This is an optimization exercise on Yosys and OpenROAD, whose aim is small area, a short achievable clock period and few clock cycles per item, not a production implementation. Only simulation tests tie the RTL to the original design; equivalence was not proved. Power figures rest on the tool's default switching activity, not on a simulated workload.

## nmx_sched
module nmx_sched (
    input  wire         clk,
    input  wire         rst,          
    input  wire         cfg_valid,
    output wire         cfg_ready,
    input  wire [159:0] dur,          
    input  wire [31:0]  chunks,
    input  wire [31:0]  images,
    input  wire [31:0]  layers,
    input  wire [15:0]  actv,
    output wire         ev_valid,
    input  wire         ev_ready,
    output wire [2:0]   ev_stage,
    output wire [3:0]   ev_layer,
    output wire [31:0]  ev_image,
    output wire [31:0]  ev_chunk,
    output wire [63:0]  ev_start,
    output wire [63:0]  ev_end,
    output wire         done,
    output wire         err,
    output wire [7:0]   err_code,
    output wire [31:0]  err_index,
    output wire [31:0]  err_value,
    output wire [31:0]  err_limit,
    output wire [31:0]  evcount
);
==> flow/config.mk <==
export PLATFORM = sky130hd
export DESIGN_NAME = nmx_sched
export DESIGN_NICKNAME = nmx_sched
export VERILOG_FILES = /design/flow/design.v
export SDC_FILE = /design/flow/constraint.sdc
export NUM_CORES = 4
export LEC_CHECK = 0
export CAP_MARGIN = 20
export CORE_MARGIN = 2
export CORE_UTILIZATION = 60
export CTS_CLUSTER_DIAMETER = 60
export CTS_CLUSTER_SIZE = 25
export PLACE_DENSITY = 0.75
export SLEW_MARGIN = 20
==> flow/constraint.sdc <==
create_clock -name core_clock -period 16.0 [get_ports {clk}]
set_input_delay 3.2000 -clock core_clock [delete_from_list [all_inputs] [get_ports {clk}]]
set_output_delay 3.2000 -clock core_clock [all_outputs]
set_load 0.01 [all_outputs]
standard.sh (not shown) runs the stock make flow with config.mk's settings and CLKGATE_MAP_FILE= SYNTH_SCRIPT=/design/flow/synth_recipe.tcl, a recipe that flattens the netlist after the stock synthesis.
==> flow/flow/run.sh <==
#!/bin/bash
set -uo pipefail
bash standard.sh SETUP_SLACK_MARGIN=11.5 "BUFFER_PORTS_ARGS=-buffer_cell sky130_fd_sc_hd__buf_1" finish > flow_make.log 2>&1
status=$?
tail -5 flow_make.log
exit $status
Testbench counts at the start, summed over its fixed seeds: cycles 15,431, events 15,023.
Next try:
--- a/flow/design.v
+++ b/flow/design.v
@@ -103,17 +103,20 @@
     reg  [4:0]  c_vsel;
     reg         c_lim0, c_lim3, c_lim12;    
     reg         c_limdc, c_limdc2;          
     wire        p1    = (eng == E_P1);
     wire        abit  = ebit;
     wire        cin   = p1 & (ek == 5'd0);
     wire [33:0] esum  = {1'b0, r1[31:0], 1'b0} + {2'b0, r2[31:0] & {32{abit}}} + {33'd0, cin};
     wire        e_ovf = r1[32] | r1[31] | (abit & r2[32]) | esum[33] | esum[32];
-    wire [32:0] r1_nx = {e_ovf, esum[31:0] | {32{e_ovf}}};
+    wire [32:0] r1_nx = {e_ovf, esum[31:0]};    
+    wire        p1_last = p1 & (ek == 5'd0);
+    wire [4:0]  e_idx = p1_last ? q_immsb : ek_m1;
+    wire        e_imb = images[e_idx];
     wire [4:0]  ek_m1 = ek - 5'd1;
     wire        n_small = ~r1[32] & ~|r1[31:13] & ~(r1[12] & |r1[11:0]);
     reg  [7:0]  q_nz;
     reg  [2:0]  nib;
     always @* begin
         nib = 3'd0;
         for (i = 0; i < 8; i = i + 1)
             if (q_nz[i]) nib = i;
@@ -309,29 +312,29 @@
         c_limdc <= f_err & ((f_code == 3'd1) | (f_code == 3'd2));
         c_limdc2 <= |vsel[4:2] & f_err;
         case (eng)
             E_P1: begin
                 if (ek == 5'd0) begin
                     r2   <= r1_nx;
                     r1   <= 33'd0;
                     ek   <= q_immsb;
-                    ebit <= images[q_immsb];
+                    ebit <= e_imb;
                 end else begin
                     r1   <= r1_nx;
                     ek   <= ek_m1;
                     ebit <= q_pc[ek_m1[2:0]];
                 end
             end
             E_P2: begin
                 r1   <= r1_nx;
                 ek   <= ek_m1;
-                ebit <= images[ek_m1];
+                ebit <= e_imb;
             end
-            E_CHK: if (c_err) r1 <= {1'b0, fval};
+            E_CHK: r1 <= c_err ? {1'b0, fval} : {r1[32], r1[31:0] | {32{r1[32]}}};
             default: ;
         endcase
         if (e_init) begin
             r1   <= 33'd0;
             r2   <= {1'b0, chunks};
             ek   <= {2'd0, pcmsb_in};
             ebit <= 1'b1;                 
         end
Effect:
- via count decreases slightly
- die area decreases slightly
- final area decreases slightly
- total power decreases by roughly a tenth
- worst hold slack loses 0.012 ns
- worst setup slack gains 0.011 ns
- area after synthesis decreases slightly
- cell count barely changes
- clock power barely changes
- first-iteration DRC count decreases by a little under a tenth
- synthesized cell count increases slightly
- critical path depth stays the same
- maximum frequency is about the same
- clock-buffer cell count increases by 5
Testbench counts after the change, summed over its fixed seeds: cycles 15,431, events 15,023.

Setup of the baseline:
nmx_sched, a different RTL version from the one above (not shown whole).
For scale: ~680 flip-flops, ~620 I/O pins, about 0.036 mm^2 of cells after synthesis.
==> flow/config.mk <==
export PLATFORM = sky130hd
export DESIGN_NAME = nmx_sched
export DESIGN_NICKNAME = nmx_sched
export VERILOG_FILES = /design/flow/design.v
export SDC_FILE = /design/flow/constraint.sdc
export NUM_CORES = 4
export LEC_CHECK = 0
export CAP_MARGIN = 20
export CORE_MARGIN = 2
export CORE_UTILIZATION = 60
export CTS_CLUSTER_DIAMETER = 60
export CTS_CLUSTER_SIZE = 25
export PLACE_DENSITY = 0.75
export SLEW_MARGIN = 20
==> flow/constraint.sdc <==
create_clock -name core_clock -period 16.0 [get_ports {clk}]
set_input_delay 3.2000 -clock core_clock [delete_from_list [all_inputs] [get_ports {clk}]]
set_output_delay 3.2000 -clock core_clock [all_outputs]
set_load 0.01 [all_outputs]
Scripts as last shown in full above: flow/flow/run.sh
The baseline finished end to end and its layout was clean on timing, DRC and antenna.
Testbench counts of the baseline, summed over its fixed seeds: cycles 15,431, events 15,023.
### the baseline -> the candidate
--- a/flow/design.v
+++ b/flow/design.v
@@ -95,25 +95,29 @@
     reg  [32:0] r1, r2;
     reg  [4:0]  ek;                   
     reg         ebit;                 
     reg         ok_r;                 
     reg  [4:0]  q_pc;                 
     reg  [4:0]  q_immsb;              
     reg         c_err;
     reg  [2:0]  c_code, c_index;
     reg  [4:0]  c_vsel;
-    reg         c_lim0, c_lim3, c_lim12, c_limdc;    
+    reg         c_lim0, c_lim3, c_lim12;    
+    reg         c_limdc, c_limdc2;          
     wire        p1    = (eng == E_P1);
     wire        abit  = ebit;
     wire        cin   = p1 & (ek == 5'd0);
     wire [33:0] esum  = {1'b0, r1[31:0], 1'b0} + {2'b0, r2[31:0] & {32{abit}}} + {33'd0, cin};
     wire        e_ovf = r1[32] | r1[31] | (abit & r2[32]) | esum[33] | esum[32];
-    wire [32:0] r1_nx = {e_ovf, esum[31:0] | {32{e_ovf}}};
+    wire [32:0] r1_nx = {e_ovf, esum[31:0]};    
+    wire        p1_last = p1 & (ek == 5'd0);
+    wire [4:0]  e_idx = p1_last ? q_immsb : ek_m1;
+    wire        e_imb = images[e_idx];
     wire [4:0]  ek_m1 = ek - 5'd1;
     wire        n_small = ~r1[32] & ~|r1[31:13] & ~(r1[12] & |r1[11:0]);
     reg  [7:0]  q_nz;
     reg  [2:0]  nib;
     always @* begin
         nib = 3'd0;
         for (i = 0; i < 8; i = i + 1)
             if (q_nz[i]) nib = i;
     end
@@ -131,19 +135,19 @@
     reg          slot_free;           
     reg          run_pend;            
     reg  [30:0]  d0_r, d1_r, d2_r, d3_r, d4_r;
     reg  [9:0]   ch_r, im_r;
     reg  [3:0]   ly_r;
     reg          ev_v;
     reg  [2:0]   stg;
     reg  [3:0]   lo;                  
     reg  [9:0]   chk;                 
-    reg          is4;
+    reg          is4, is4b;           
     reg  [9:0]   img;
     reg          last_l, last_c, last_i;
     reg  [TW-1:0] ost, oen;
     reg  [TW-1:0] fr1, fr2, fr3, fr4, acc;
     reg  [4:0]   fv;                  
     reg  [4:0]   asel;                
     reg  [4:0]   dsel;                
     reg          bsel;                
     reg          done_r, err_r;
@@ -300,51 +304,53 @@
             q_nz[i] <= |images[4*i +: 4];
         c_err   <= f_err;
         c_code  <= f_code;
         c_index <= f_index;
         c_vsel  <= vsel;
         c_lim0  <= f_err & (f_code != 3'd3);
         c_lim3  <= f_err & (f_code != 3'd0);
         c_lim12 <= ~f_err | (f_code == 3'd1) | (f_code == 3'd2);
         c_limdc <= f_err & ((f_code == 3'd1) | (f_code == 3'd2));
+        c_limdc2 <= |vsel[4:2] & f_err;
         case (eng)
             E_P1: begin
                 if (ek == 5'd0) begin
                     r2   <= r1_nx;
                     r1   <= 33'd0;
                     ek   <= q_immsb;
-                    ebit <= images[q_immsb];
+                    ebit <= e_imb;
                 end else begin
                     r1   <= r1_nx;
                     ek   <= ek_m1;
                     ebit <= q_pc[ek_m1[2:0]];
                 end
             end
             E_P2: begin
                 r1   <= r1_nx;
                 ek   <= ek_m1;
-                ebit <= images[ek_m1];
+                ebit <= e_imb;
             end
-            E_CHK: if (c_err) r1 <= {1'b0, fval};
+            E_CHK: r1 <= c_err ? {1'b0, fval} : {r1[32], r1[31:0] | {32{r1[32]}}};
             default: ;
         endcase
         if (e_init) begin
             r1   <= 33'd0;
             r2   <= {1'b0, chunks};
             ek   <= {2'd0, pcmsb_in};
             ebit <= 1'b1;                 
         end
         ok_r <= ok_n;
         if (load) begin
             ost    <= nst_t;
             oen    <= nen_t;
             stg    <= ns;
             is4    <= (ns == 3'd4);
+            is4b   <= ns[2] & ~ns[1];
             lo     <= lo_n;
             chk    <= ck_n;
             img    <= im_n2;
             last_l <= ll_n;
             last_c <= lc_n;
             last_i <= li_n;
             fv     <= fv_n;
             asel   <= last_n ? 5'd0 : (oh2 & fv_n);
             dsel   <= last_n ? 5'd1 : oh2;
@@ -383,20 +389,20 @@
             if (accept & ~ok_r) err_r <= 1'b1;
             if (take & is_last) err_r <= 1'b0;
         end
     end
     assign cfg_ready = rdy_r;
     assign ev_valid  = ev_v;
     assign ev_stage  = stg;
     assign ev_layer  = lo;
     assign ev_image  = {22'd0, img};
-    assign ev_chunk  = {{22{is4}}, chk};
+    assign ev_chunk  = {{8{stg[2]}}, {7{is4}}, {7{is4b}}, chk};
     assign ev_start  = {{(64-TW){1'b0}}, ost};
     assign ev_end    = {{(64-TW){1'b0}}, oen};
     assign done      = done_r;
     assign err       = err_r;
     assign err_code  = {5'b00010, c_code};
     assign err_index = {29'd0, c_index};
     assign err_value = r1[31:0];
-    assign err_limit = {1'b0, {18{c_limdc}}, c_lim12, {8{c_limdc}}, c_lim3, {2{c_limdc}}, c_lim0};
+    assign err_limit = {1'b0, {18{c_limdc2}}, c_lim12, {8{c_limdc}}, c_lim3, {2{c_limdc}}, c_lim0};
     assign evcount   = {19'd0, evcnt};
 endmodule
Results
The run with more setup slack is the baseline; the candidate has less. The number of sinks handled by clock tree synthesis on the baseline is in line with that on the candidate. Post-cts repair resize count, the baseline and the candidate: larger value in the candidate. The candidate ends up with lower first-pass GRT wire length than the baseline does. Compared with the baseline, the candidate shows met1 layer wirelength in the final routing that has gone down slightly. Global routing usage on met3 of the candidate is on par with the baseline. The synthesized instance count of the baseline and that of the candidate are within noise of each other. Routed wire length delta (the candidate − the baseline): favourable. Between the baseline and the candidate, the filler cell count in the final layout is lower for the candidate. [compare] base=the baseline new=the candidate: area of the multi-input gates shrank by 0.78%; proportion of cell area occupied by registers neither gained nor lost much; clock network power share higher; mean cell area of the mapped netlist lost 0.78%. The baseline and the candidate all finish clean. Relative area of non-clock buffer cells in the final design (lower): the baseline.
Testbench counts of the candidate, summed over its fixed seeds: cycles 15,431, events 15,023.

==> afterwards: timing with drivers on the ports <==
The results above use ideal ports. As a check the final layouts listed here were re-extracted and re-timed, cells and wires unchanged.
Step 1 (the two cells are an assumption about what drives the block):
set clk [get_ports {clk}]
set_driving_cell -lib_cell sky130_fd_sc_hd__clkbuf_16 $clk
set_driving_cell -lib_cell sky130_fd_sc_hd__buf_2 [delete_from_list [all_inputs] $clk]
Step 2 moves the port delays by t, midway between the first and last clock arrival at a register: inputs arrive t later, outputs are due t later. That takes back most of the time a late clock gives input paths.
Three values: no drivers, after step 1, after step 2; two values: the first two.
run | t (ns) | setup WS [ns] | worst setup path after step 2 | clock arrival spread, ns | slew at the worst register clock pin (ns)
the first run of note 1 | 0.690 | 11.444 / 11.376 / 10.893 | input to register | 0.038 / 0.038 | 0.10 / 0.10
the second run of note 1 | 0.681 | 11.454 / 11.391 / 10.966 | input to register | 0.041 / 0.040 | 0.10 / 0.10
the baseline | 0.682 | 11.478 / 11.409 / 10.876 | input to register | 0.032 / 0.032 | 0.10 / 0.10
the candidate | 0.691 | 11.448 / 11.382 / 10.907 | input to register | 0.037 / 0.037 | 0.10 / 0.10
After both steps every run listed still meets setup and hold. For the baseline, which loses most, drivers alone change the setup slack by -0.069 ns; drivers and shift together by -0.602 ns.
